From an optimization exercise on the open Yosys and OpenROAD flow, aimed at small area; shortcuts taken in it are not production practice.
Function was checked by simulation only, so behaviour that the tests miss may differ from the original.
No driver is modelled on the clock port, so clocking that relies on it looks cheaper here than on a real chip.
Power is estimated from default activity; no workload was simulated.

==> flow/flow/run.sh <==
#!/bin/bash
# Standard ORFS layout (the standard.sh) with:
#  - port buffers made from the smallest buffer cell,
#  - clock tree from clkbuf_8 leaves (up to 16 sinks) without dummy loads,
#  - leaf clock buffers with a high estimated clock-pin slew upsized
#    after CTS (flow/post_cts.tcl).
set -euo pipefail
here=$(pwd)
bash standard.sh \
  'BUFFER_PORTS_ARGS=-buffer_cell sky130_fd_sc_hd__buf_1' \
  'CTS_ARGS=-sink_clustering_enable -repair_clock_nets -dont_use_dummy_load -buf_list sky130_fd_sc_hd__clkbuf_8 -sink_clustering_size 16 -sink_clustering_max_diameter 50' \
  "POST_CTS_TCL=$here/flow/post_cts.tcl" \
  finish > flow_standard.log 2>&1
==> flow/flow/post_cts.tcl <==
# Upsize clock leaf buffers whose flip-flop clock pins have a high
# estimated slew, then legalize the placement again.
estimate_parasitics -placement
set limit 0.098
set worst [dict create]
foreach pin [all_registers -clock_pins -edge_triggered] {
  set w 0
  foreach e {rise fall} {
    foreach a {min max} {
      set s [get_property $pin slew_${a}_$e]
      if {$s > $w} { set w $s }
    }
  }
  set drv [get_pins -of_objects [get_nets -of_objects $pin] -filter "direction==output"]
  set inst [get_full_name [get_cells -of_objects $drv]]
  if {![dict exists $worst $inst] || [dict get $worst $inst] < $w} { dict set worst $inst $w }
}
set n 0
foreach inst [dict keys $worst] {
  set w [dict get $worst $inst]
  set master [get_property [get_cells $inst] ref_name]
  if {$w > $limit && $master ne "sky130_fd_sc_hd__clkbuf_16"} {
    puts "post_cts: $inst ($master) clock pin slew $w, upsized"
    replace_cell [get_cells $inst] sky130_fd_sc_hd__clkbuf_16
    incr n
  }
}
puts "post_cts: upsized $n clock buffers"
if {$n > 0} {
  detailed_placement
  check_placement -verbose
  estimate_parasitics -placement
}
==> flow/standard.sh <==
#!/bin/bash
# synth_recipe.tcl (not shown) runs the flow's synth.tcl, then flattens the netlist and writes it again
# the make line also repeats each setting of config.mk as NAME=value (left out here)
make -C /OpenROAD-flow-scripts/flow DESIGN_CONFIG=/design/flow/config.mk WORK_HOME=/design/flow/orfs CLKGATE_MAP_FILE= SYNTH_SCRIPT=/design/flow/synth_recipe.tcl "${@:-finish}"
==> flow/config.mk <==
export PLATFORM = sky130hd
export DESIGN_NAME = deframer
export DESIGN_NICKNAME = deframer
export VERILOG_FILES = /design/flow/design.v
export SDC_FILE = /design/flow/constraint.sdc
export NUM_CORES = 4
export LEC_CHECK = 0
export CAP_MARGIN = 20
export CORE_AREA = 2.3 2.72 473.7 101.28
export DIE_AREA = 0 0 476 104
export SLEW_MARGIN = 20
==> flow/constraint.sdc <==
create_clock -name core_clock -period 10.0 [get_ports {clk}]
set_input_delay 2.0000 -clock core_clock [delete_from_list [all_inputs] [get_ports {clk}]]
set_output_delay 2.0000 -clock core_clock [all_outputs]
set_load 0.01 [all_outputs]
==> flow/design.v <==
module deframer #(
    parameter MAX_LEN = 128                    
) (
    input  wire                   clk,
    input  wire                   rst,             
    input  wire                   in_vld,
    input  wire                   in_bit,
    input  wire [15:0]            cfg_sync,
    input  wire                   cfg_has_crc,
    input  wire                   cfg_check_crc,
    input  wire [15:0]            cfg_poly,
    output reg                    ev_valid,
    output wire [1:0]             ev_kind,         
    output wire                   ev_ok,
    output wire [7:0]             ev_len,
    output wire [8*MAX_LEN-1:0]   ev_data,         
    output wire [15:0]            ev_crc_calc,
    output wire [15:0]            ev_crc_recv
);
    localparam [1:0] ST_SEARCH  = 2'd0,
                     ST_LENGTH  = 2'd1,
                     ST_PAYLOAD = 2'd2,
                     ST_TRAILER = 2'd3;
    reg  [1:0]  st;
    reg  [15:0] sr;            
    reg  [2:0]  bcnt;          
    reg  [6:0]  kcnt;          
    reg  [7:0]  len;
    reg  [15:0] crc;           
    reg         mism;          
    reg  [8*MAX_LEN-1:0] pbuf;
    wire [15:0] shifted   = {sr[14:0], in_bit};
    wire        byte_end  = (bcnt == 3'd7);
    wire [7:0]  kcnt_inc  = {1'b0, kcnt} + 8'd1;
    wire        last_byte = (kcnt_inc == len);
    wire        verify_en = cfg_has_crc & cfg_check_crc;
    wire        match = ev_valid ? ({15'd0, in_bit} == cfg_sync)
                                 : (shifted == cfg_sync);
    wire [15:0] crc_next = {crc[14:0], 1'b0} ^ (cfg_poly & {16{crc[15] ^ in_bit}});
    wire        step  = in_vld & ~rst;
    wire        pay   = (st == ST_PAYLOAD);
    wire        stb   = step & byte_end;
    wire        wr    = stb & pay;
    wire [7:0]  even_byte = kcnt[0] ? shifted[15:8] : shifted[7:0];
    wire [15:0] pair_data = {shifted[7:0], even_byte};
    genvar k;
    generate
        for (k = 0; k < MAX_LEN / 2; k = k + 1) begin : g_pair
            wire sel  = pay & (kcnt[6:1] == k);
            wire hold = ~sel;
            wire load = sel & stb;
            always @(posedge clk)
                pbuf[16*k +: 16] <= (pbuf[16*k +: 16] & {16{hold}})
                                  | (pair_data & {16{load}});
        end
    endgenerate
    assign ev_data     = pbuf;
    assign ev_len      = len;
    wire   alloc_fail  = (len > MAX_LEN);
    assign ev_kind     = {alloc_fail, mism};
    assign ev_ok       = ~(alloc_fail | mism);
    assign ev_crc_calc = crc;
    assign ev_crc_recv = sr;
    always @(posedge clk) begin
        if (rst) begin
            st       <= ST_SEARCH;
            sr       <= 16'd0;
            ev_valid <= 1'b0;
        end else begin
            ev_valid <= 1'b0;
            if (ev_valid && !in_vld)
                sr <= 16'd0;
            if (in_vld) begin
                case (st)
                    ST_SEARCH: begin
                        sr   <= ev_valid ? {15'd0, in_bit} : shifted;
                        bcnt <= 3'd0;
                        if (match) begin
                            crc <= 16'hFFFF;
                            st  <= ST_LENGTH;
                        end
                    end
                    ST_LENGTH: begin
                        sr   <= shifted;
                        crc  <= crc_next;
                        bcnt <= bcnt + 3'd1;
                        kcnt <= 7'd0;
                        if (byte_end) begin
                            len <= shifted[7:0];
                            if (shifted[7:0] > MAX_LEN) begin
                                ev_valid <= 1'b1;
                                mism     <= 1'b0;
                                st       <= ST_SEARCH;
                            end else if (shifted[7:0] == 8'd0) begin
                                if (cfg_has_crc) begin
                                    st <= ST_TRAILER;
                                end else begin
                                    ev_valid <= 1'b1;
                                    mism     <= 1'b0;
                                    st       <= ST_SEARCH;
                                end
                            end else begin
                                st <= ST_PAYLOAD;
                            end
                        end
                    end
                    ST_PAYLOAD: begin
                        sr   <= shifted;
                        crc  <= crc_next;
                        bcnt <= bcnt + 3'd1;
                        if (byte_end) begin
                            if (last_byte) begin
                                kcnt <= 7'd0;
                                if (cfg_has_crc) begin
                                    st <= ST_TRAILER;
                                end else begin
                                    ev_valid <= 1'b1;
                                    mism     <= 1'b0;
                                    st       <= ST_SEARCH;
                                end
                            end else begin
                                kcnt <= kcnt_inc[6:0];
                            end
                        end
                    end
                    default: begin  
                        sr   <= shifted;
                        bcnt <= bcnt + 3'd1;
                        if (byte_end) begin
                            kcnt[0] <= 1'b1;
                            if (kcnt[0]) begin
                                ev_valid <= 1'b1;
                                mism     <= verify_en && crc != shifted;
                                st       <= ST_SEARCH;
                            end
                        end
                    end
                endcase
            end
        end
    end
endmodule
==> results of run 1 <==
final timing paths:
check | from | endpoint | slack [ns]
worst max-delay path | len[3] | ev_ok | 5.79
worst min-delay path | pbuf[642] | pbuf[642] | 0.45
worst max register to register | st[0] | pbuf[742] | 6.65
worst min register to register | pbuf[642] | pbuf[642] | 0.45
final cells by class:
| type | instances | area [um2] | area share, % |
|---|---|---|---|
| Timing Repair Buffer | 1121 | 4275 | 10.80 |
| Inverter | 12 | 45.04 | 0.1138 |
| Antenna cell | 1 | 2.502 | 0.006322 |
| Clock buffer | 77 | 1285 | 3.246 |
| Sequential cell | 1078 | 21930 | 55.40 |
| Multi-Input combinational cell | 2396 | 11240 | 28.39 |
| Tap cell | 646 | 808.3 | 2.042 |
power breakdown:
group / leakage, nW / total (mW) / internal [mW] / switching, mW
clock: 0.656 / 2.25 / 0.867 / 1.38
combinational: 10.8 / 0.105 / 0.0342 / 0.0707
sequential: 8.77 / 4.36 / 4.34 / 0.0202
registers in the layout, indices dropped and copies added (netlist names):
| name | flops |
|---|---|
| bcnt | 3 |
| crc | 16 |
| ev_valid | 1 |
| kcnt | 7 |
| len | 8 |
| mism | 1 |
| pbuf | 1024 |
| sr | 16 |
| st | 2 |
per-layer routing:
metal	routed length [um]	global-route usage [%]	share of wire, %
met1	42870	55.91	37
met5	0	0	0
met4	6257	23.79	5.4
met3	14240	14.46	12
met2	52330	69.44	45
logic make-up after synthesis:
logic type	count (synthesis)	synth area share, %
multiplexers	9	0.2878
adder cells (fa/ha/maj)	7	0.2550
AO/OA/AOI/OAI	1113	16.73
flip-flops	1078	63.85
XOR/XNOR	33	0.8415
buffers and inverters	340	3.825
AND/OR/NAND/NOR	1234	14.21
cells in the mapped netlist (2+ instances only):
master | count | area [um2]
o21a_1 | 3 | 22.52
buf_1 | 11 | 41.29
nor3_1 | 10 | 50.05
nand4_1 | 5 | 31.28
and3_1 | 21 | 131.4
edfxtp_1 | 35 | 1051
mux2_2 | 7 | 78.83
nand3_1 | 3 | 15.01
inv_2 | 2 | 7.510
o31ai_1 | 2 | 15.01
nand2b_1 | 9 | 56.30
nor4b_1 | 2 | 17.52
o21ai_1 | 156 | 780.8
clkbuf_1 | 303 | 1137
a31oi_1 | 3 | 18.77
buf_4 | 3 | 22.52
mux2i_1 | 2 | 20.02
nor4_1 | 10 | 62.56
xnor2_1 | 13 | 113.9
a221o_1 | 2 | 20.02
and4_1 | 4 | 35.03
o211ai_1 | 2 | 15.01
o2111ai_1 | 2 | 17.52
and2_1 | 2 | 12.51
buf_6 | 2 | 22.52
nand2_1 | 1117 | 4193
a22o_1 | 15 | 131.4
xor2_1 | 20 | 175.2
a21oi_1 | 20 | 100.1
o22ai_1 | 3 | 18.77
nor2b_1 | 8 | 50.05
nor2_1 | 33 | 123.9
ha_1 | 7 | 87.58
dfxtp_1 | 1043 | 20880
inv_1 | 10 | 37.54
o21ai_0 | 889 | 4449
nand4b_1 | 2 | 17.52
buf_2 | 9 | 45.04
nor3b_2 | 2 | 25.02
per-stage QoR:
stage               power (mW)  instance area [um2]  instances  hold slack, ns
finish                   6.715                39580       5331          0.4508
global placement         4.560                38250       5251          0.4306
detailed placement       4.565                38250       5251          0.4397
global route             6.858                39580       5331          0.4684
floorplan                4.512                34350       3814          0.4738
worst max-delay path, delay by kind of cell, from the launching register on:
kind	cells	cell delay (ns)
AND/OR/NAND/NOR	2	0.50
buffers and inverters	1	0.20
flip-flops	1	0.53
AO/OA/AOI/OAI	1	0.25
==> notes.md, run 1 <==
largest net degree at the start of global routing=65; Syn Nets=a little under 4000; TritonRoute pass-1 iters=6; hold-critical path depth=2; max incr delay on CP=0.53 ns; ratio of cells with drive above 1 in the final layout=around 2.8%; worst reg2reg path depth=7; setup TNS=0 ns; Primary FF master, synth=dfxtp_1; GP Congestion=about 0.95; Post-synth EDFFs=35; Row Count=36; DR WL/cell=approximately 22 um; RSZ-0062 raised after global routing=no; Netlist Area Pre-Place=around 34000 um2; Arr. time, crit path=2.21 ns; CP Cell Sequence=nor4_1 > a21boi_0 > nor2_1 > buf_1; die height=around 100 um; Layout Nets=about 4700; fillers=around 2800; IO Count=~1100; Slew Limit Headroom=approximately a fifth; final setup vio count=0; Worst Setup Start Kind=flip-flop; crit share post-route=42.12%; most frequent cells in the layout=buf_1 (1105), nand2_1 (1095), dfxtp_1 (1043); WL final=115700 um; Pins Over Slew Limit=0; DP HPWL=between 70000 and 80000 um; Yosys reg bits=approximately 1100; Yosys warnings=1; Setup Skew=0.05590 ns; post-synthesis cell count=between 3000 and 4000; gr usage total=around 45%; initial core utilization=approximately 74%; final worst path period need=4.212 ns; Critical Path RT=around 8 ns; dpl ws=between 5 and 6 ns; Max VDD drop=0.0001025 V; Setup CP Type=flip-flop to output pin; Crit-path slowest cell=edfxtp_1; post-route ant nets=0; clock slew at reported path FFs=~0.08 ns; Hold WC Path Type=flip-flop to flip-flop; Slew @ Worst Pin=1.188 ns; final hold violation count=0; Layout area overhead=15.25%; syn_area_per_cell=9.005 um2; P_leak=around 20 nW; port bufs=approximately 1100; DR iter-0 viols=3813; Die W=about 480 um; Die Area=a little under 50000 um2; global route overflow=0; TritonCTS clock tree=yes; vias in the first global route=~28000; Cell Pwr Density=169.6 nW/um2; # Max-Cap Violations=0; core area=approximately 46000 um2; clock sink total=approximately 1100; via/cell ratio=a little under 6; clock latency on the worst-skew pair=between 0.7 and 0.8 ns; final core occ=between 80% and 90%; status=complete, no violations; Synth cell types=roughly 60; Setup crit end kind=output pin; most common cell after layout, fill and taps aside=buf_1; first-pass GRT wire length=~170000 um; register area share after synthesis=a little under two thirds; via count=31360; residual DRC count=0; number of antenna violations at the first check in global routing=1; Max Fclk=237.4 MHz; Async S/R FF share, synth=0%; critical-path maximum fanout=5; worst setup margin=~5.8 ns
==> run 2, diff against run 1 <==
--- a/flow/flow/run.sh
+++ b/flow/flow/run.sh
@@ -8,6 +8,6 @@
 here=$(pwd)
 bash standard.sh \
   'BUFFER_PORTS_ARGS=-buffer_cell sky130_fd_sc_hd__buf_1' \
-  'CTS_ARGS=-sink_clustering_enable -repair_clock_nets -dont_use_dummy_load -buf_list sky130_fd_sc_hd__clkbuf_8 -sink_clustering_size 16 -sink_clustering_max_diameter 50' \
+  'CTS_ARGS=-sink_clustering_enable -repair_clock_nets -dont_use_dummy_load -buf_list sky130_fd_sc_hd__clkbuf_16 -sink_clustering_size 28 -sink_clustering_max_diameter 50' \
   "POST_CTS_TCL=$here/flow/post_cts.tcl" \
   finish > flow_standard.log 2>&1
--- a/flow/config.mk
+++ b/flow/config.mk
@@ -5,7 +5,7 @@
 export SDC_FILE = /design/flow/constraint.sdc
 export NUM_CORES = 4
 export LEC_CHECK = 0
-export CAP_MARGIN = 20
+export CAP_MARGIN = 5
 export CORE_AREA = 2.3 2.72 473.7 101.28
 export DIE_AREA = 0 0 476 104
-export SLEW_MARGIN = 20
+export SLEW_MARGIN = 5
==> notes.md, run 2 <==
final setup vio count=0; gr usage total=between 40% and 50%; syn_area_per_cell=9.005 um2; area of the multi-input gates=11220 um2; setup TNS=0 ns; largest registers=pbuf (1024), crc (16), sr (16); Die Area=approximately 50000 um2; most frequent cell after synthesis=nand2_1; TritonRoute pass-1 iters=6; port bufs=~1100; worst reg2reg path depth=4; Yosys reg bits=roughly 1100; first-pass GRT wire length=165900 um; Pins Over Slew Limit=0; WL final=about 110000 um; Netlist Area Pre-Place=34350 um2; fillers=between 2000 and 3000; Arr. time, crit path=about 2.1 ns; Die W=roughly 480 um; ratio of cells with drive above 1 in the final layout=roughly 1.9%; clock sink total=roughly 1100; Reg area=between 20000 and 25000 um2; vias in the first global route=roughly 28000; Max Fclk=between 200 and 250 MHz; most frequent cells in the layout=buf_1 (1105), nand2_1 (1101), dfxtp_1 (1043); Primary FF master, synth=dfxtp_1; Cell Pwr Density=166.9 nW/um2; Largest Register=pbuf; TritonCTS clock tree=yes; most common cell after layout, fill and taps aside=buf_1; global route overflow=0; largest area contributor in the netlist=dfxtp_1; Hold WC Path Type=flip-flop to flip-flop; Layout area overhead=14.59%; DP HPWL=~75000 um; largest net degree at the start of global routing=65; DR WL/cell=21.53 um; Max VDD drop=roughly 0.00013 V; core area=approximately 46000 um2; status=complete, no violations; residual DRC count=0; DR iter-0 viols=4000; number of antenna violations at the first check in global routing=1; crit share post-route=41.14%; die height=approximately 100 um; IO Count=1106; Critical Path RT=around 8.0 ns; Post-synth EDFFs=35; clock slew at reported path FFs=about 0.11 ns; # Max-Cap Violations=0; Synth area leaders=dfxtp_1 (61%), o21ai_0 (13%), nand2_1 (12%), clkbuf_1 (3.3%), edfxtp_1 (3.1%); P_leak=between 20 and 25 nW; clock latency on the worst-skew pair=between 0.6 and 0.7 ns; initial core utilization=74.47%; RSZ-0062 raised after global routing=no; hold-critical path depth=2; Synth cell types=61; Slew @ Worst Pin=roughly 1.3 ns; Layout Nets=roughly 4700; Yosys warnings=1; Largest register FFs=just over 1000; final worst path period need=~4.1 ns; final hold violation count=0; post-route ant nets=0; Async S/R FF share, synth=0%; Setup CP Type=flip-flop to output pin; final core occ=85.33%; Syn Nets=3859; Slew Limit Headroom=between 10% and 20%; register area share after synthesis=between 60% and 70%; post-synthesis cell count=3814; Worst Setup Start Kind=flip-flop; via/cell ratio=just under 6; Setup Skew=around 0.06 ns; via count=31150; critical-path maximum fanout=5; GP Congestion=between 0.9 and 1; Setup crit end kind=output pin; commonest cells in the netlist=nand2_1 (1117), dfxtp_1 (1043), o21ai_0 (889); Row Count=36; Yosys top cell area share=about three fifths
run 2: cell families (layout without fill, tap and decap cells):
group,Yosys count,count (layout),synth area share (%)
AND/OR/NAND/NOR,1234,1234,14.21
AO/OA/AOI/OAI,1113,1113,16.73
flip-flops,1078,1078,63.85
buffers and inverters,340,1175,3.825
XOR/XNOR,33,33,0.8415
multiplexers,9,9,0.2878
adder cells (fa/ha/maj),7,7,0.2550
other,0,1,0
run 2: path summary, 6_finish.rpt:
path | start | to | slack, ns
hold reg to reg | pbuf[385] | pbuf[385] | 0.45
setup / recovery | len[3] | ev_ok | 5.89
setup reg to reg | kcnt[1] | pbuf[288] | 6.51
hold / removal | pbuf[385] | pbuf[385] | 0.45
run 2: report_power, final:
group | internal [mW] | switching, mW | total, mW
logic | 0.0340 | 0.0703 | 0.104
clock network | 0.797 | 1.30 | 2.10
registers | 4.35 | 0.0201 | 4.37
total | 5.18 | 1.39 | 6.57
run 2: area by class of cell:
| type | instances | share of cell area (%) |
|---|---|---|
| Antenna cell | 1 | 0.006358 |
| Sequential cell | 1078 | 55.72 |
| Inverter | 12 | 0.1144 |
| Multi-Input combinational cell | 2396 | 28.50 |
| Clock buffer | 44 | 2.798 |
| Timing Repair Buffer | 1119 | 10.81 |
| Tap cell | 646 | 2.054 |
run 2: stage by stage:
step | hold WS, ns | worst slack [ns] | std cells | power, mW | cell area [um2]
5_1_grt | 0.4731 | 5.822 | 5296 | 6.719 | 39360
2_1_floorplan | 0.4738 | 5.576 | 3814 | 4.512 | 34350
6_report | 0.4530 | 5.886 | 5296 | 6.569 | 39360
3_3_place_gp | 0.4306 | 5.547 | 5251 | 4.560 | 38250
3_5_place_dp | 0.4397 | 5.501 | 5251 | 4.565 | 38250
run 2: critical path, stage by stage, from the launching register on:
cell and delay, ns:
edfxtp_1 0.54, nor4_1 0.35, a21boi_0 0.26, nor2_1 0.15, buf_1 0.20
run 2: routing by layer:
layer  global-route usage [%]  wire [um]  vias up
met5                        0          0        -
met4                    22.86       6532        0
met3                    13.19      13280      487
met2                    69.76      51590     1897
met1                    55.22      42620    14560
li1                         -          -    14210
==> run 3, diff against run 2 <==
--- a/flow/flow/run.sh
+++ b/flow/flow/run.sh
@@ -1,7 +1,7 @@
 #!/bin/bash
 # Standard ORFS layout (the standard.sh) with:
 #  - port buffers made from the smallest buffer cell,
-#  - clock tree from clkbuf_8 leaves (up to 16 sinks) without dummy loads,
+#  - clock tree from clkbuf_16 buffers (up to 28 sinks) without dummy loads,
 #  - leaf clock buffers with a high estimated clock-pin slew upsized
 #    after CTS (flow/post_cts.tcl).
 set -euo pipefail
==> notes.md, run 3 <==
status=complete, no violations; WL final=between 100000 and 150000 um; DR iter-0 viols=4000; most frequent cells in the layout=buf_1 (1105), nand2_1 (1101), dfxtp_1 (1043); via count=about 31000; CP Cell Sequence=nor4_1 > a21boi_0 > nor2_1 > buf_1; post-synthesis cell count=approximately 3800; residual DRC count=0; DP HPWL=about 75000 um; Syn Nets=approximately 3900; Crit-path slowest cell=edfxtp_1; first-pass GRT wire length=about 170000 um; Max Used Layer=met4; clock latency on the worst-skew pair=around 0.62 ns; critical-path maximum fanout=5; met2 wire len=approximately 52000 um; Die W=476 um; Layout Nets=~4700; final hold violation count=0; Async S/R FF share, synth=0%; setup TNS=0 ns; Largest Register=pbuf; Largest register FFs=roughly 1000; RSZ-0062 raised after global routing=no; Switching Fraction=21.18%; crit path to=ev_ok; port bufs=~1100; power share of the sequential group=66.5%; largest registers=pbuf (1024), crc (16), sr (16); clock slew at reported path FFs=around 0.11 ns; Netlist Area Pre-Place=34350 um2; Sw Pwr=1.391 mW; initial core utilization=around three quarters; final setup vio count=0; Layout area overhead=14.59%; largest area contributor in the netlist=dfxtp_1; Setup CP Type=flip-flop to output pin; clock network power share=31.9%; Pins Over Slew Limit=0; Final Cell Area=a little under 40000 um2; final worst path period need=just over 4 ns; # Max-Cap Violations=0; Yosys top cell area share=roughly 60%; DR WL/cell=about 22 um; GP Congestion=roughly 0.95; P_leak=20.11 nW; core area=between 40000 and 50000 um2; DP Area=between 30000 and 40000 um2; Row Count=36; Worst Setup Start Kind=flip-flop; TritonRoute pass-1 iters=6; Yosys reg bits=roughly 1100; syn_area_per_cell=between 9 and 10 um2; global route overflow=0; Die Area=a little under 50000 um2; vias in the first global route=roughly 28000; Critical Path RT=about 8.0 ns; via/cell ratio=approximately 5.9; Critical Path Source=len[3]; Max Fclk=roughly 240 MHz; die height=between 100 and 150 um; Synth cell types=just over 60; RR Endpoint=pbuf[288]; most frequent cell after synthesis=nand2_1; Synth area leaders=dfxtp_1 (61%), o21ai_0 (13%), nand2_1 (12%), clkbuf_1 (3.3%), edfxtp_1 (3.1%); Slew Limit Headroom=14.29%; wire length on met3=13280 um; internal power=5.177 mW; max incr delay on CP=0.54 ns; clock sink total=~1100; R2R setup slack=approximately 6.5 ns; Primary FF master, synth=dfxtp_1; Max VDD drop=~0.00013 V; register area share after synthesis=~64%; Cell Pwr Density=around 170 nW/um2; Arr. time, crit path=between 2 and 2.5 ns; post-route ant nets=0; Setup crit end kind=output pin; Post-synth EDFFs=35; largest net degree at the start of global routing=65; worst reg2reg path depth=4; number of antenna violations at the first check in global routing=1; commonest cells in the netlist=nand2_1 (1117), dfxtp_1 (1043), o21ai_0 (889); gr usage total=between 40 and 50%; WL met1=around 43000 um; Hold WC Path Type=flip-flop to flip-flop; Setup Skew=around 0.059 ns; crit share post-route=~41%; Yosys warnings=1; Slew @ Worst Pin=roughly 1.3 ns; most common cell after layout, fill and taps aside=buf_1; Comb pwr share=about 1.6%; final core occ=a little under nine tenths; IO Count=roughly 1100; TritonCTS clock tree=yes; ratio of cells with drive above 1 in the final layout=around 1.9%; reg2reg start=kcnt[1]
-- run 3: cell counts after synthesis --
No cell type changed its count.
-- run 3: power by group through the flow --
stage / Combinational, mW / Clock, mW / Sequential [mW]
after floorplan: 0.0354 / 0 / 4.48
after global placement: 0.0988 / 0 / 4.46
after detailed placement: 0.102 / 0 / 4.46
after global routing: 0.113 / 2.24 / 4.37
final: 0.104 / 2.10 / 4.37
-- run 3: kinds of logic (layout without fill, tap and decap cells) --
family	after synthesis	in the layout	share of synthesized area, %
other	0	1	0
adder cells (fa/ha/maj)	7	7	0.2550
XOR/XNOR	33	33	0.8415
multiplexers	9	9	0.2878
AND/OR/NAND/NOR	1234	1234	14.21
AO/OA/AOI/OAI	1113	1113	16.73
buffers and inverters	340	1175	3.825
flip-flops	1078	1078	63.85
-- run 3: cell type report --
type / instances / area, um2
flip-flops and latches: 1078 / 21930
multi-input cells: 2396 / 11220
fillers: 2805 / 6766
repair buffers: 1119 / 4253
clock buffers: 44 / 1101
well taps: 646 / 808.3
inverters: 12 / 45.04
diodes: 1 / 2.502
-- run 3: per-stage QoR --
step | hold slack (ns) | instances | setup WS, ns | total power, mW
3_5_place_dp | 0.4397 | 5251 | 5.501 | 4.565
6_report | 0.4530 | 5296 | 5.886 | 6.569
3_3_place_gp | 0.4306 | 5251 | 5.547 | 4.560
2_1_floorplan | 0.4738 | 3814 | 5.576 | 4.512
5_1_grt | 0.4731 | 5296 | 5.822 | 6.719
-- run 3: worst min-delay path by stage --
stage | from | to | slack (ns) | cells past startpoint
2_1_floorplan | pbuf[100] | pbuf[100] | 0.47 | 2
3_5_place_dp | pbuf[959] | pbuf[959] | 0.44 | 2
6_report | pbuf[385] | pbuf[385] | 0.45 | 2
3_3_place_gp | pbuf[81] | pbuf[81] | 0.43 | 2
5_1_grt | pbuf[644] | pbuf[644] | 0.47 | 2
-- run 3: routing by layer --
| metal | track usage (%) | up-vias |
|---|---|---|
| met3 | 13.19 | 487 |
| li1 | - | 14210 |
| met5 | 0 | - |
| met4 | 22.86 | 0 |
| met2 | 69.76 | 1897 |
| met1 | 55.22 | 14560 |
-- run 3: worst max-delay path: cells and delay by family (launching register included) --
family                 cells  cell delay [ns]
AOI/OAI and AO/OA          1             0.26
DFF                        1             0.54
and+or+nand+nor            2             0.50
buffers and inverters      1             0.20
==> run 4, diff against run 3 <==
==> flow/flow/run.sh (replaced) <==
#!/bin/bash
# Standard ORFS layout (the standard.sh) with:
#  - port buffers made from the smallest buffer cell,
#  - clock tree from clkbuf_8 leaves (up to 16 sinks) without dummy loads,
#  - leaf clock buffers with a high estimated clock-pin slew upsized
#    after CTS (flow/post_cts.tcl).
set -euo pipefail
here=$(pwd)
bash standard.sh \
  'BUFFER_PORTS_ARGS=-buffer_cell sky130_fd_sc_hd__buf_1' \
  'CTS_ARGS=-sink_clustering_enable -repair_clock_nets -dont_use_dummy_load -buf_list sky130_fd_sc_hd__clkbuf_8 -sink_clustering_size 14 -sink_clustering_max_diameter 40' \
  "POST_CTS_TCL=$here/flow/post_cts.tcl" \
  finish > flow_standard.log 2>&1
==> notes.md, run 4 <==
gr usage total=around 44%; Row Count=36; Levels on crit path=4; Setup Skew=just under 0.07 ns; Switching Fraction=22.14%; TritonCTS clock tree=yes; internal power=a little over 5 mW; power share of the sequential group=between 60% and 70%; Largest Register=pbuf; critical-path maximum fanout=5; most frequent cell after synthesis=nand2_1; met3 usage=~14%; Die W=about 480 um; Crit path max-delay family=flip-flops; first-pass GRT wire length=approximately 170000 um; # Max-Cap Violations=0; Endpoint, Worst Hold=pbuf[212]; number of antenna violations at the first check in global routing=2; syn_area_per_cell=about 9.0 um2; global route overflow=0; final hold violation count=0; Critical Path RT=approximately 8 ns; most frequent cells in the layout=buf_1 (1105), nand2_1 (1101), dfxtp_1 (1043); R2R setup slack=6.49 ns; met2 Usage GRT=approximately two thirds; vias in the first global route=27810; status=complete, no violations; Slew @ Worst Pin=approximately 1.3 ns; final worst path period need=~4.2 ns; largest area contributor in the netlist=dfxtp_1; Async S/R FF share, synth=0%; P_leak=between 20 and 25 nW; port bufs=approximately 1100; CP Cell Sequence=nor4_1 > a21boi_0 > nor2_1 > buf_1; residual DRC count=0; clock sink total=1078; clock slew at reported path FFs=about 0.1 ns; Worst Setup Start Kind=flip-flop; hold path start=pbuf[212]; ratio of cells with drive above 1 in the final layout=~2.8%; largest net degree at the start of global routing=65; clock latency on the worst-skew pair=approximately 0.73 ns; Slew Limit Headroom=between 10% and 20%; Largest register FFs=between 1000 and 1500; Cell Pwr Density=approximately 170 nW/um2; Comb pwr share=about 1.6%; core area=around 46000 um2; post-synthesis cell count=3814; WL final=approximately 110000 um; RSZ-0062 raised after global routing=no; clock network power share=32.5%; Pins Over Slew Limit=0; Primary FF master, synth=dfxtp_1; RR Endpoint=pbuf[559]; crit share post-route=approximately 42%; Max Fclk=about 240 MHz; Max VDD drop=0.0001217 V; commonest cells in the netlist=nand2_1 (1117), dfxtp_1 (1043), o21ai_0 (889); Layout area overhead=14.83%; hold-critical path depth=2; Reg area=about 22000 um2; Layout Nets=4738; Yosys top cell area share=60.79%; worst reg2reg path depth=5; Setup CP Type=flip-flop to output pin; CP bufs+invs=1; IO Count=1106; final core occ=85.51%; Sw Pwr=1.464 mW; Synth area leaders=dfxtp_1 (61%), o21ai_0 (13%), nand2_1 (12%), clkbuf_1 (3.3%), edfxtp_1 (3.1%); setup TNS=0 ns; area of the multi-input gates=around 11000 um2; TritonRoute pass-1 iters=11; Yosys warnings=1; Die Area=~50000 um2; most common cell after layout, fill and taps aside=buf_1; DP HPWL=approximately 75000 um; Crit-path slowest cell=edfxtp_1; die height=approximately 100 um; register area share after synthesis=between 60% and 70%; Post-synth EDFFs=35; fillers=about 2800; initial core utilization=74.47%; met1 Usage GRT=around 56%; Syn Nets=around 3900; final setup vio count=0; Yosys reg bits=1078; gr busiest metal=met2; via count=between 30000 and 40000; Synth cell types=between 60 and 70; Netlist Area Pre-Place=around 34000 um2; Hold WC Path Type=flip-flop to flip-flop; via/cell ratio=5.907; GP Congestion=approximately 0.95; Setup crit end kind=output pin; max incr delay on CP=around 0.54 ns; reg2reg start=kcnt[1]; DR WL/cell=between 20 and 25 um; Arr. time, crit path=around 2.2 ns; DR iter-0 viols=3982; largest registers=pbuf (1024), crc (16), sr (16); post-route ant nets=0
[run 4: per-stage QoR]
| step | instances | setup WS [ns] | hold WS, ns | area [um2] | total power, mW |
|---|---|---|---|---|---|
| 6_report | 5338 | 5.795 | 0.4524 | 39440 | 6.614 |
| 5_1_grt | 5338 | 5.731 | 0.4711 | 39440 | 6.774 |
| 3_5_place_dp | 5251 | 5.501 | 0.4397 | 38250 | 4.565 |
| 3_3_place_gp | 5251 | 5.547 | 0.4306 | 38250 | 4.560 |
| 2_1_floorplan | 3814 | 5.576 | 0.4738 | 34350 | 4.512 |
[run 4: layout make-up]
cell class              count  area share [%]
clock buffers              86           3.001
inverters                  12          0.1142
multi-input cells        2396           28.44
repair buffers           1119           10.78
flip-flops and latches   1078           55.61
well taps                 646           2.049
diodes                      1        0.006345
[run 4: worst min-delay path, delay by kind of cell, from the launching register on]
family	cells	cell delay, ns
flip-flops	1	0.32
AO/OA/AOI/OAI	1	0.05
AND/OR/NAND/NOR	1	0.05
[run 4: logic make-up (layout without fill, tap and decap cells)]
| group | count (synthesis) | after routing | share of synthesized area, % |
|---|---|---|---|
| fa+ha+maj | 7 | 7 | 0.2550 |
| xor+xnor | 33 | 33 | 0.8415 |
| other cells | 0 | 1 | 0 |
| simple gates | 1234 | 1234 | 14.21 |
| flops | 1078 | 1078 | 63.85 |
| buf+inv | 340 | 1217 | 3.825 |
| mux | 9 | 9 | 0.2878 |
| compound gates | 1113 | 1113 | 16.73 |
[run 4: worst max-delay path by stage]
stage            from  endpoint  slack (ns)
2_1_floorplan  in_bit    crc[0]        5.58
3_3_place_gp   in_bit    crc[0]        5.55
3_5_place_dp   in_bit   crc[13]        5.50
5_1_grt        len[3]     ev_ok        5.73
6_report       len[3]     ev_ok        5.79
[run 4: power by group through the flow]
| stage | Clock [mW] | Sequential, mW | Combinational [mW] |
|---|---|---|---|
| floorplan | 0 | 4.48 | 0.0354 |
| global placement | 0 | 4.46 | 0.0988 |
| detailed placement | 0 | 4.46 | 0.102 |
| global route | 2.29 | 4.37 | 0.113 |
| finish | 2.15 | 4.36 | 0.104 |
[run 4: routing by layer]
metal  up-vias  wire length, um  share of wire, %
met4         0             6575               5.7
met1     14730            42930                37
met3       478            14120                12
met5         -                0                 0
li1      14270                -                 -
met2      2047            51310                45
==> run 5, diff against run 4 <==
--- a/flow/design.v
+++ b/flow/design.v
@@ -75,18 +75,17 @@
                     ST_SEARCH: begin
                         sr   <= ev_valid ? {15'd0, in_bit} : shifted;
                         bcnt <= 3'd0;
-                        if (match) begin
-                            crc <= 16'hFFFF;
-                            st  <= ST_LENGTH;
-                        end
+                        crc  <= 16'hFFFF;
+                        if (match)
+                            st <= ST_LENGTH;
                     end
                     ST_LENGTH: begin
                         sr   <= shifted;
                         crc  <= crc_next;
                         bcnt <= bcnt + 3'd1;
                         kcnt <= 7'd0;
+                        len  <= shifted[7:0];
                         if (byte_end) begin
-                            len <= shifted[7:0];
                             if (shifted[7:0] > MAX_LEN) begin
                                 ev_valid <= 1'b1;
                                 mism     <= 1'b0;
==> flow/flow/run.sh (replaced) <==
#!/bin/bash
# Standard ORFS layout (the standard.sh) with:
#  - port buffers made from the smallest buffer cell,
#  - clock tree from clkbuf_16 buffers (up to 28 sinks) without dummy loads,
#  - leaf clock buffers with a high estimated clock-pin slew upsized
#    after CTS (flow/post_cts.tcl).
set -euo pipefail
here=$(pwd)
bash standard.sh \
  'BUFFER_PORTS_ARGS=-buffer_cell sky130_fd_sc_hd__buf_1' \
  'CTS_ARGS=-sink_clustering_enable -repair_clock_nets -dont_use_dummy_load -buf_list sky130_fd_sc_hd__clkbuf_16 -sink_clustering_size 28 -sink_clustering_max_diameter 50' \
  "POST_CTS_TCL=$here/flow/post_cts.tcl" \
  finish > flow_standard.log 2>&1
--- a/flow/config.mk
+++ b/flow/config.mk
@@ -5,7 +5,7 @@
 export SDC_FILE = /design/flow/constraint.sdc
 export NUM_CORES = 4
 export LEC_CHECK = 0
-export CAP_MARGIN = 5
+export CAP_MARGIN = 0
 export CORE_AREA = 2.3 2.72 473.7 101.28
 export DIE_AREA = 0 0 476 104
-export SLEW_MARGIN = 5
+export SLEW_MARGIN = 0
==> notes.md, run 5 <==
power share of the sequential group=about 67%; Largest Register=pbuf; dpl ws=5.578 ns; Cell Pwr Density=~170 nW/um2; clock slew at reported path FFs=~0.11 ns; final worst path period need=3.948 ns; post-route ant nets=0; Row Count=36; port bufs=about 1100; Pins Over Slew Limit=0; Max Fclk=253.3 MHz; status=complete, no violations; core area=46120 um2; GP Congestion=about 0.94; Slew Limit Headroom=16.31%; worst setup margin=just over 6 ns; Setup CP Type=primary input to flip-flop; most common cell after layout, fill and taps aside=buf_1; most frequent cell after synthesis=nand2_1; final hold violation count=0; register area share after synthesis=64.12%; initial core utilization=between 70% and 80%; DP Area=around 38000 um2; Synth area leaders=dfxtp_1 (61%), o21ai_0 (15%), nand2_1 (12%), clkbuf_1 (3.3%), edfxtp_1 (3.1%); IO Count=approximately 1100; Yosys warnings=1; Final Cell Area=about 39000 um2; Layout Nets=roughly 4700; crit share post-route=about two fifths; Setup Skew=roughly 0.043 ns; Yosys top cell area share=61.05%; CP Cell Sequence=buf_1 > nand2b_1 > inv_1 > and2_1 > buf_4 > nand2_2 > o21ai_0; number of antenna violations at the first check in global routing=2; Switching Fraction=between 20% and 30%; max incr delay on CP=~0.8 ns; clock sink total=between 1000 and 1500; most frequent cells in the layout=buf_1 (1105), nand2_1 (1103), o21ai_0 (1052); Setup crit end kind=flip-flop; critical-path maximum fanout=64; Synth cell types=between 50 and 60; Arr. time, crit path=around 4.5 ns; largest net degree at the start of global routing=65; RSZ-0062 raised after global routing=no; Async S/R FF share, synth=0%; vias in the first global route=27740; Worst Setup Start Kind=primary input; CP bufs+invs=3; Yosys reg bits=approximately 1100; Syn Nets=~3900; syn_area_per_cell=between 8 and 9 um2; Hold Slack=about 0.46 ns; WL final=approximately 110000 um; Die Area=around 50000 um2; Crit path max-delay family=simple AND/OR/NAND/NOR gates; Hold WC Path Type=flip-flop to flip-flop; gr usage total=a little over two fifths; final setup vio count=0; via/cell ratio=roughly 5.9; commonest cells in the netlist=nand2_1 (1119), o21ai_0 (1052), dfxtp_1 (1043); largest registers=pbuf (1024), crc (16), sr (16); Post-synth EDFFs=35; global route overflow=0; # Max-Cap Violations=0; largest area contributor in the netlist=dfxtp_1; first-pass GRT wire length=roughly 170000 um; DR iter-0 viols=~3700; final core occ=between 80% and 90%; ratio of cells with drive above 1 in the final layout=about 1.8%; residual DRC count=0; internal power=5.131 mW; via count=a little over 30000; clock network power share=around 33%; die height=approximately 100 um; Critical Path RT=10.52 ns; Primary FF master, synth=dfxtp_1; TritonCTS clock tree=yes; Slew @ Worst Pin=between 1 and 1.5 ns; clock latency on the worst-skew pair=about 0.63 ns; Largest register FFs=approximately 1000; DP HPWL=roughly 75000 um; setup TNS=0 ns; Layout area overhead=14.67%; Netlist Area Pre-Place=34200 um2; P_leak=19.99 nW; Die W=476 um; TritonRoute pass-1 iters=8; post-synthesis cell count=between 3000 and 4000; DR WL/cell=approximately 22 um; Sw Pwr=approximately 1.3 mW; Max VDD drop=around 0.00011 V; Comb pwr share=less than 1%; Crit-path slowest cell=nand2_2
[run 5: power groups by stage]
stage	Clock (mW)	Sequential [mW]	Combinational [mW]
after floorplan	0	4.42	0.0196
after global placement	0	4.42	0.0407
after detailed placement	0	4.42	0.0423
after global routing	2.23	4.33	0.0472
final	2.10	4.32	0.0438
[run 5: metal layers]
| layer | part of all wire, % | global-route usage (%) | vias to the layer above |
|---|---|---|---|
| li1 | - | - | 14110 |
| met1 | 37 | 54.26 | 14740 |
| met2 | 46 | 70.90 | 1757 |
| met3 | 12 | 12.85 | 447 |
| met4 | 5.4 | 21.93 | 0 |
| met5 | 0 | 0 | - |
[run 5: through the flow]
stage | total power, mW | cells
floorplan | 4.443 | 3805
global placement | 4.462 | 5238
detailed placement | 4.464 | 5238
global route | 6.608 | 5284
finish | 6.471 | 5284
[run 5: final cells by class]
cell class	instances	area (um2)
diodes	2	5.005
inverters	12	45.04
well taps	646	808.3
clock buffers	44	1101
flip-flops and latches	1078	21930
fillers	2853	6907
repair buffers	1112	4200
multi-input cells	2390	11130
[run 5: cells by family (layout without fill, tap and decap cells)]
family / count (synthesis) / after routing / share of synthesized area [%]
AOI/OAI and AO/OA: 1112 / 1112 / 16.61
xor gates and xnor gates: 37 / 37 / 0.9695
adders and majority gates: 7 / 7 / 0.2561
buffers and inverters: 337 / 1168 / 3.750
DFF: 1078 / 1078 / 64.12
muxes: 8 / 8 / 0.2598
other: 0 / 2 / 0
and+or+nand+nor: 1226 / 1226 / 14.03
[run 5: final timing paths]
check                  from        end  slack, ns  cells past startpoint
hold / removal    pbuf[181]  pbuf[181]       0.46                      2
setup reg to reg    kcnt[2]  pbuf[272]       6.56                      5
setup / recovery        rst  pbuf[287]       6.05                      7
hold reg to reg   pbuf[181]  pbuf[181]       0.46                      2
[run 5: worst register-to-register path: cells and delay by family (launching register included)]
kind	cells	cell delay [ns]
compound gates	1	0.15
flops	1	0.61
simple gates	4	2.51
==> run 6, diff against run 5 <==
--- a/flow/config.mk
+++ b/flow/config.mk
@@ -5,7 +5,9 @@
 export SDC_FILE = /design/flow/constraint.sdc
 export NUM_CORES = 4
 export LEC_CHECK = 0
-export CAP_MARGIN = 0
+export CAP_MARGIN = 5
 export CORE_AREA = 2.3 2.72 473.7 101.28
 export DIE_AREA = 0 0 476 104
-export SLEW_MARGIN = 0
+export GPL_ROUTABILITY_DRIVEN = 0
+export PLACE_DENSITY_LB_ADDON = 0.0
+export SLEW_MARGIN = 5
==> notes.md, run 6 <==
status=complete, no violations; Setup CP Type=primary input to flip-flop; Max VDD drop=~0.00012 V; Yosys warnings=1; Critical Path Source=in_bit; Synth cell types=53; Levels on crit path=8; Primary FF master, synth=dfxtp_1; port bufs=~1100; via/cell ratio=between 5 and 6; most common cell after layout, fill and taps aside=buf_1; core area=around 46000 um2; gr usage total=43.71%; Die Area=roughly 50000 um2; Crit path max-delay family=simple AND/OR/NAND/NOR gates; TritonRoute pass-1 iters=9; global route overflow=0; initial core utilization=74.15%; Pins Over Slew Limit=0; die height=approximately 100 um; critical-path maximum fanout=8; first-pass GRT wire length=165000 um; Yosys top cell area share=about three fifths; Layout Nets=between 4000 and 5000; final hold violation count=0; via count=slightly above 30000; Syn Nets=roughly 3900; Layout area overhead=14.66%; Largest Register=pbuf; Max Fclk=~250 MHz; CP bufs+invs=1; Cell Pwr Density=around 170 nW/um2; fillers=between 2000 and 3000; syn_area_per_cell=approximately 9.0 um2; register area share after synthesis=64.12%; Largest register FFs=between 1000 and 1500; hold-critical path depth=2; worst reg2reg path depth=4; reg2reg start=kcnt[2]; Hold WC Path Type=flip-flop to flip-flop; Row Count=36; Yosys reg bits=about 1100; ratio of cells with drive above 1 in the final layout=1.790%; CP Cell Sequence=buf_1 > xor2_1 > a21oi_1 > o311ai_0 > nor4_1 > a22oi_1 > or4_1 > a21oi_1; clock sink total=roughly 1100; number of antenna violations at the first check in global routing=1; P_leak=19.99 nW; largest area contributor in the netlist=dfxtp_1; DP HPWL=roughly 75000 um; DR iter-0 viols=3746; residual DRC count=0; Synth area leaders=dfxtp_1 (61%), o21ai_0 (15%), nand2_1 (12%), clkbuf_1 (3.3%), edfxtp_1 (3.1%); DP Area=approximately 38000 um2; Final Cell Area=between 30000 and 40000 um2; Crit-path slowest cell=buf_1; Post-synth EDFFs=35; cell repeated most along the worst path=a21oi_1; post-route ant nets=0; Setup Skew=approximately 0.04 ns; commonest cells in the netlist=nand2_1 (1119), o21ai_0 (1052), dfxtp_1 (1043); post-synthesis cell count=around 3800; crit path to=st[1]; TritonCTS clock tree=yes; Netlist Area Pre-Place=~34000 um2; final core occ=85.02%; clock slew at reported path FFs=around 0.12 ns; vias in the first global route=~28000; IO Count=between 1000 and 1500; ant diodes=0; Worst Setup Start Kind=primary input; most frequent cells in the layout=buf_1 (1105), nand2_1 (1103), o21ai_0 (1052); RSZ-0062 raised after global routing=no; Slew @ Worst Pin=about 1.2 ns; largest net degree at the start of global routing=between 60 and 70; # Max-Cap Violations=0; final worst path period need=3.927 ns; setup TNS=0 ns; Async S/R FF share, synth=0%; Arr. time, crit path=4.49 ns; RR Endpoint=pbuf[792]; max incr delay on CP=~0.62 ns; Slew Limit Headroom=between 15 and 20%; DR WL/cell=21.30 um; WL final=112600 um; R2R setup slack=~6.6 ns; largest registers=pbuf (1024), crc (16), sr (16); final setup vio count=0; Setup crit end kind=flip-flop; clock latency on the worst-skew pair=0.62 ns; Die W=about 480 um; most frequent cell after synthesis=nand2_1; crit share post-route=approximately two fifths; Critical Path RT=roughly 11 ns
-- run 6: cell counts after synthesis --
No cell type changed its count.
-- run 6: final cells by class --
cell class	count	area [um2]	area share, %
repair buffers	1114	4215	10.75
well taps	646	808.3	2.061
multi-input cells	2390	11120	28.34
flip-flops and latches	1078	21930	55.92
inverters	12	45.04	0.1149
clock buffers	44	1101	2.808
-- run 6: where the power goes --
group / leakage (nW) / internal, mW / switching (mW) / total, mW
Combinational: 10.7 / 0.0151 / 0.0292 / 0.0444
Sequential: 8.73 / 4.32 / 0.00541 / 4.32
Clock: 0.542 / 0.797 / 1.31 / 2.10
-- run 6: cells by family (layout without fill, tap and decap cells) --
| logic type | count (synthesis) | in the layout | synth area share, % |
|---|---|---|---|
| simple gates | 1226 | 1226 | 14.03 |
| mux | 8 | 8 | 0.2598 |
| buf+inv | 337 | 1170 | 3.750 |
| flops | 1078 | 1078 | 64.12 |
| xor+xnor | 37 | 37 | 0.9695 |
| fa+ha+maj | 7 | 7 | 0.2561 |
| compound gates | 1112 | 1112 | 16.61 |
-- run 6: through the flow --
stage | setup slack [ns] | hold WS (ns) | total power, mW | cells
floorplan | 6.453 | 0.4806 | 4.443 | 3805
global placement | 5.647 | 0.4311 | 4.463 | 5240
detailed placement | 5.597 | 0.4397 | 4.465 | 5240
global route | 5.936 | 0.4772 | 6.622 | 5284
finish | 6.073 | 0.4558 | 6.471 | 5284
-- run 6: worst min-delay path by stage --
stage	slack (ns)	to	startpoint
6_report	0.46	pbuf[94]	pbuf[94]
3_3_place_gp	0.43	pbuf[894]	pbuf[894]
2_1_floorplan	0.48	st[1]	st[1]
3_5_place_dp	0.44	pbuf[862]	pbuf[862]
5_1_grt	0.48	pbuf[351]	pbuf[351]
-- run 6: per-layer routing --
metal / up-vias / share of wire (%) / routed length, um / track usage (%)
met1: 14540 / 37 / 42010 / 53.91
met5: - / 0.090 / 101 / 0
met3: 500 / 11 / 12700 / 13.95
met4: 2 / 5.9 / 6674 / 23.15
met2: 1818 / 45 / 51070 / 69.09
li1: 14110 / - / - / -
-- run 6: worst reg2reg max path, cell delays in order (launching register included) --
cell	delay, ns
edfxtp_1	0.58
nand2b_1	0.28
nor3_1	0.96
nand2_1	0.97
o21ai_0	0.53
==> run 7, diff against run 6 <==
--- a/flow/config.mk
+++ b/flow/config.mk
@@ -8,6 +8,4 @@
 export CAP_MARGIN = 5
 export CORE_AREA = 2.3 2.72 473.7 101.28
 export DIE_AREA = 0 0 476 104
-export GPL_ROUTABILITY_DRIVEN = 0
-export PLACE_DENSITY_LB_ADDON = 0.0
 export SLEW_MARGIN = 5
==> notes.md, run 7 <==
clock sink total=1078; first-pass GRT wire length=around 170000 um; TritonRoute pass-1 iters=8; RSZ-0062 raised after global routing=no; Die Area=between 40000 and 50000 um2; Setup CP Type=primary input to flip-flop; Synth cell types=between 50 and 60; crit share post-route=39.48%; Design Power=between 6 and 7 mW; register area share after synthesis=between 60% and 70%; via count=slightly above 30000; largest area contributor in the netlist=dfxtp_1; Largest register FFs=about 1000; critical-path maximum fanout=64; Layout area overhead=14.67%; Yosys reg bits=between 1000 and 1500; Yosys warnings=1; post-route ant nets=0; Yosys top cell area share=roughly 60%; global route overflow=0; initial core utilization=between 70% and 80%; setup TNS=0 ns; Netlist Area Pre-Place=34200 um2; Pins Over Slew Limit=0; commonest cells in the netlist=nand2_1 (1119), o21ai_0 (1052), dfxtp_1 (1043); Primary FF master, synth=dfxtp_1; number of antenna violations at the first check in global routing=2; Max VDD drop=between 0.0001 and 0.00015 V; most frequent cells in the layout=buf_1 (1105), nand2_1 (1103), o21ai_0 (1052); vias in the first global route=about 28000; residual DRC count=0; Die W=about 480 um; clock slew at reported path FFs=roughly 0.11 ns; GP Congestion=0.9353; Max Fclk=roughly 250 MHz; core area=roughly 46000 um2; final worst path period need=between 3 and 4 ns; via/cell ratio=about 5.9; Worst Setup Start Kind=primary input; clock latency on the worst-skew pair=about 0.63 ns; TritonCTS clock tree=yes; IO Count=roughly 1100; P_leak=~20 nW; Arr. time, crit path=between 4 and 5 ns; Slew @ Worst Pin=1.246 ns; Largest Register=pbuf; final hold violation count=0; Post-synth EDFFs=35; Syn Nets=between 3000 and 4000; Slew Limit Headroom=16.31%; Setup crit end kind=flip-flop; Async S/R FF share, synth=0%; fillers=~2900; Hold Slack=between 0.4 and 0.5 ns; gr usage total=a little over two fifths; Layout Nets=between 4000 and 5000; ratio of cells with drive above 1 in the final layout=about 1.8%; most frequent cell after synthesis=nand2_1; WL final=113800 um; largest net degree at the start of global routing=65; largest registers=pbuf (1024), crc (16), sr (16); syn_area_per_cell=between 8 and 9 um2; Critical Path RT=roughly 11 ns; Cell Pwr Density=~170 nW/um2; post-synthesis cell count=about 3800; # Max-Cap Violations=0; final setup vio count=0; Setup Skew=0.04289 ns; status=complete, no violations; port bufs=between 1000 and 1500; DP HPWL=75240 um; DR WL/cell=around 22 um; Hold WC Path Type=flip-flop to flip-flop; most common cell after layout, fill and taps aside=buf_1; final core occ=~85%; Synth area leaders=dfxtp_1 (61%), o21ai_0 (15%), nand2_1 (12%), clkbuf_1 (3.3%), edfxtp_1 (3.1%); Row Count=36; die height=between 100 and 150 um; DR iter-0 viols=3743
[run 7: changes by cell type in the layout (fill, tap and decap cells not counted), sizes merged]
cell / before / now
buf: 1114 / 1112
diode: 0 / 2
[run 7: path summary, 6_finish.rpt]
path,startpoint,to,slack (ns),cells past startpoint
worst max-delay path,rst,pbuf[287],6.05,7
worst min-delay path,pbuf[181],pbuf[181],0.46,2
worst max register to register,kcnt[2],pbuf[272],6.56,5
worst min register to register,pbuf[181],pbuf[181],0.46,2
[run 7: layer usage]
| metal | vias up | GRT usage, % | wire length (um) |
|---|---|---|---|
| met4 | 0 | 21.93 | 6125 |
| met5 | - | 0 | 0 |
| li1 | 14110 | - | - |
| met2 | 1757 | 70.90 | 52090 |
| met3 | 447 | 12.85 | 13130 |
| met1 | 14740 | 54.26 | 42410 |
[run 7: layout make-up]
class | instances | area, um2 | area share (%)
Sequential cell | 1078 | 21930 | 55.92
Inverter | 12 | 45.04 | 0.1149
Timing Repair Buffer | 1112 | 4200 | 10.71
Multi-Input combinational cell | 2390 | 11130 | 28.37
Antenna cell | 2 | 5.005 | 0.01276
Clock buffer | 44 | 1101 | 2.808
Tap cell | 646 | 808.3 | 2.061
[run 7: power by group]
group	leakage [nW]	total (mW)	internal (mW)	switching, mW
Sequential	8.73	4.32	4.32	0.00552
Clock	0.542	2.10	0.798	1.31
Combinational	10.7	0.0438	0.0152	0.0286
[run 7: worst max-delay path, stage by stage]
cell	delay, ns
buf_1	0.14
nand2b_1	0.26
inv_1	0.18
and2_1	0.15
buf_4	0.38
nand2_2	0.79
o21ai_0	0.52
[run 7: stage by stage]
| step | worst slack, ns | instance area (um2) | instances |
|---|---|---|---|
| after floorplan | 6.453 | 34200 | 3805 |
| after global placement | 5.684 | 38110 | 5238 |
| after detailed placement | 5.578 | 38110 | 5238 |
| after global routing | 5.963 | 39220 | 5284 |
| final | 6.052 | 39220 | 5284 |
[run 7: kinds of logic (layout without fill, tap and decap cells)]
kind of cell | after synthesis | in the layout | synth area share, %
AOI/OAI and AO/OA | 1112 | 1112 | 16.61
xor gates and xnor gates | 37 | 37 | 0.9695
adders and majority gates | 7 | 7 | 0.2561
buffers and inverters | 337 | 1168 | 3.750
DFF | 1078 | 1078 | 64.12
muxes | 8 | 8 | 0.2598
other | 0 | 2 | 0
and+or+nand+nor | 1226 | 1226 | 14.03
==> run 8, diff against run 7 <==
--- a/flow/flow/run.sh
+++ b/flow/flow/run.sh
@@ -8,6 +8,6 @@
 here=$(pwd)
 bash standard.sh \
   'BUFFER_PORTS_ARGS=-buffer_cell sky130_fd_sc_hd__buf_1' \
-  'CTS_ARGS=-sink_clustering_enable -repair_clock_nets -dont_use_dummy_load -buf_list sky130_fd_sc_hd__clkbuf_16 -sink_clustering_size 28 -sink_clustering_max_diameter 50' \
+  'CTS_ARGS=-sink_clustering_enable -repair_clock_nets -dont_use_dummy_load -buf_list sky130_fd_sc_hd__clkbuf_16 -sink_clustering_size 30 -sink_clustering_max_diameter 40' \
   "POST_CTS_TCL=$here/flow/post_cts.tcl" \
   finish > flow_standard.log 2>&1
==> notes.md, run 8 <==
via count=~31000; WL final=approximately 110000 um; Die W=roughly 480 um; RSZ-0062 raised after global routing=no; port bufs=roughly 1100; Yosys reg bits=1078; crit path to=pbuf[607]; DP Area=38110 um2; RR Endpoint=pbuf[789]; reg2reg start=kcnt[2]; Levels on crit path=7; post-synthesis cell count=around 3800; vias in the first global route=between 20000 and 30000; ratio of cells with drive above 1 in the final layout=roughly 1.7%; global route overflow=0; Critical Path Source=rst; Design Power=around 6.4 mW; TritonRoute pass-1 iters=9; Yosys warnings=1; Row Count=36; DR iter-0 viols=around 3700; # Max-Cap Violations=0; DP HPWL=75240 um; Syn Nets=3850; Setup crit end kind=flip-flop; status=complete, no violations; hold-critical path depth=2; first-pass GRT wire length=between 150000 and 200000 um; GP Congestion=~0.94; Arr. time, crit path=between 4 and 5 ns; R2R setup slack=between 6 and 7 ns; Max Fclk=254.1 MHz; Final Cell Area=39140 um2; Netlist Area Pre-Place=~34000 um2; Post-synth EDFFs=35; residual DRC count=0; setup TNS=0 ns; DR WL/cell=21.43 um; critical-path maximum fanout=64; most frequent cell after synthesis=nand2_1; initial core utilization=around three quarters; Async S/R FF share, synth=0%; final std cells w/o fill=roughly 5300; post-route ant nets=0; P_leak=roughly 20 nW; Layout area overhead=14.45%; final hold violation count=0; Largest register FFs=1024; clock latency on the worst-skew pair=about 0.64 ns; Layout Nets=~4700; core area=46120 um2; Synth cell types=53; CP bufs+invs=3; Primary FF master, synth=dfxtp_1; largest area contributor in the netlist=dfxtp_1; crit share post-route=about two fifths; final worst path period need=3.935 ns; Cell Pwr Density=between 150 and 200 nW/um2; most frequent cells in the layout=buf_1 (1105), nand2_1 (1103), o21ai_0 (1052); Die Area=49500 um2; TritonCTS clock tree=yes; Yosys top cell area share=roughly three fifths; clock sink total=approximately 1100; largest registers=pbuf (1024), crc (16), sr (16); Slew @ Worst Pin=roughly 1.3 ns; register area share after synthesis=between 60% and 70%; Max VDD drop=between 0.0001 and 0.00015 V; dpl cells=5238; final core occ=between 80% and 90%; Hold WC Path Type=flip-flop to flip-flop; Slew Limit Headroom=between 10 and 15%; number of antenna violations at the first check in global routing=1; via/cell ratio=5.837; Synth area leaders=dfxtp_1 (61%), o21ai_0 (15%), nand2_1 (12%), clkbuf_1 (3.3%), edfxtp_1 (3.1%); Worst Setup Start Kind=primary input; worst reg2reg path depth=5; syn_area_per_cell=roughly 9.0 um2; final setup vio count=0; largest net degree at the start of global routing=65; CP Cell Sequence=buf_1 > nand2b_1 > inv_1 > and2_1 > buf_4 > nand2_2 > o21ai_0; Critical Path RT=10.51 ns; Setup Skew=0.04420 ns; commonest cells in the netlist=nand2_1 (1119), o21ai_0 (1052), dfxtp_1 (1043); gr usage total=43.85%; clock slew at reported path FFs=around 0.12 ns; max incr delay on CP=0.78 ns; Setup CP Type=primary input to flip-flop; Crit path max-delay family=simple AND/OR/NAND/NOR gates; Largest Register=pbuf; IO Count=1106; die height=104 um; Pins Over Slew Limit=0; most common cell after layout, fill and taps aside=buf_1; Crit-path slowest cell=nand2_2
[run 8: worst min path at each step]
stage,slack [ns],end,startpoint
floorplan,0.48,st[1],st[1]
global placement,0.43,pbuf[122],pbuf[122]
detailed placement,0.44,pbuf[629],pbuf[629]
global route,0.48,pbuf[227],pbuf[227]
finish,0.46,pbuf[614],pbuf[614]
[run 8: tightest hold or removal path: cells and delay by family (launching register included)]
kind	cells	cell delay (ns)
AO/OA/AOI/OAI	1	0.06
flip-flops	1	0.34
AND/OR/NAND/NOR	1	0.04
[run 8: cells by family (layout without fill, tap and decap cells)]
kind of cell,after synthesis,in the layout,share of synthesized area (%)
and+or+nand+nor,1226,1226,14.03
xor gates and xnor gates,37,37,0.9695
adders and majority gates,7,7,0.2561
DFF,1078,1078,64.12
muxes,8,8,0.2598
buffers and inverters,337,1165,3.750
AOI/OAI and AO/OA,1112,1112,16.61
other,0,2,0
[run 8: final cells by class]
class	count	area (um2)
Antenna cell	2	5.005
Clock buffer	41	1026
Fill cell	2862	6982
Inverter	12	45.04
Multi-Input combinational cell	2390	11130
Sequential cell	1078	21930
Tap cell	646	808.3
Timing Repair Buffer	1112	4200
[run 8: report_power, final]
part	internal, mW	switching [mW]
clock	0.746	1.29
combinational	0.0152	0.0284
sequential	4.32	0.00551
total	5.08	1.32
[run 8: stage by stage]
| step | hold slack (ns) | setup WS [ns] |
|---|---|---|
| floorplan | 0.4806 | 6.453 |
| global placement | 0.4310 | 5.684 |
| detailed placement | 0.4395 | 5.578 |
| global route | 0.4802 | 5.953 |
| finish | 0.4612 | 6.065 |
[run 8: layer usage]
metal | GRT usage [%] | wire length (um) | part of all wire [%]
met1 | 52.87 | 41210 | 36
met2 | 70.49 | 51890 | 46
met3 | 15.03 | 13980 | 12
met4 | 22.04 | 6091 | 5.4
met5 | 0.09950 | 0 | 0

separate check: timing with driven ports:
In the flow no input, the clock included, has a driving cell. The finished layouts below were timed again as built, in two steps.
Step 1 sets driving cells, clkbuf_16 on the clock port and buf_2 on the other inputs (assumed; they add their load-dependent delay and slew).
Step 2 adds t to the input delays and takes it off the output delays; t is the mean of the earliest and latest rising clock arrival at the registers after step 1. Input paths then give back, and output paths get back, about the clock's delay inside the block.
Slacks: ideal / step 1 / step 2; pairs: ideal / step 1.
run | shift t [ns] | slack for setup (ns) | latest minus earliest clock arrival (ns) | worst slew at a driven data input, ns
run 1 | 0.781 | 5.788 / 5.712 / 5.380 | 0.071 / 0.071 | 0.08
run 2 | 0.673 | 5.886 / 5.809 / 5.421 | 0.063 / 0.063 | 0.08
run 3 | 0.673 | 5.886 / 5.809 / 5.421 | 0.063 / 0.063 | 0.08
run 4 | 0.765 | 5.795 / 5.723 / 5.386 | 0.068 / 0.068 | 0.08
run 5 | 0.682 | 6.052 / 6.048 / 5.413 | 0.044 / 0.044 | 0.09
run 6 | 0.683 | 6.073 / 6.024 / 5.441 | 0.045 / 0.044 | 0.07
run 7 | 0.682 | 6.052 / 6.048 / 5.413 | 0.044 / 0.044 | 0.09
run 8 | 0.694 | 6.065 / 6.013 / 5.420 | 0.044 / 0.044 | 0.09
After both steps setup and hold are still met in every run listed. The setup slack of run 8, which loses most, moves by -0.052 ns with the drivers and by -0.645 ns with both steps.
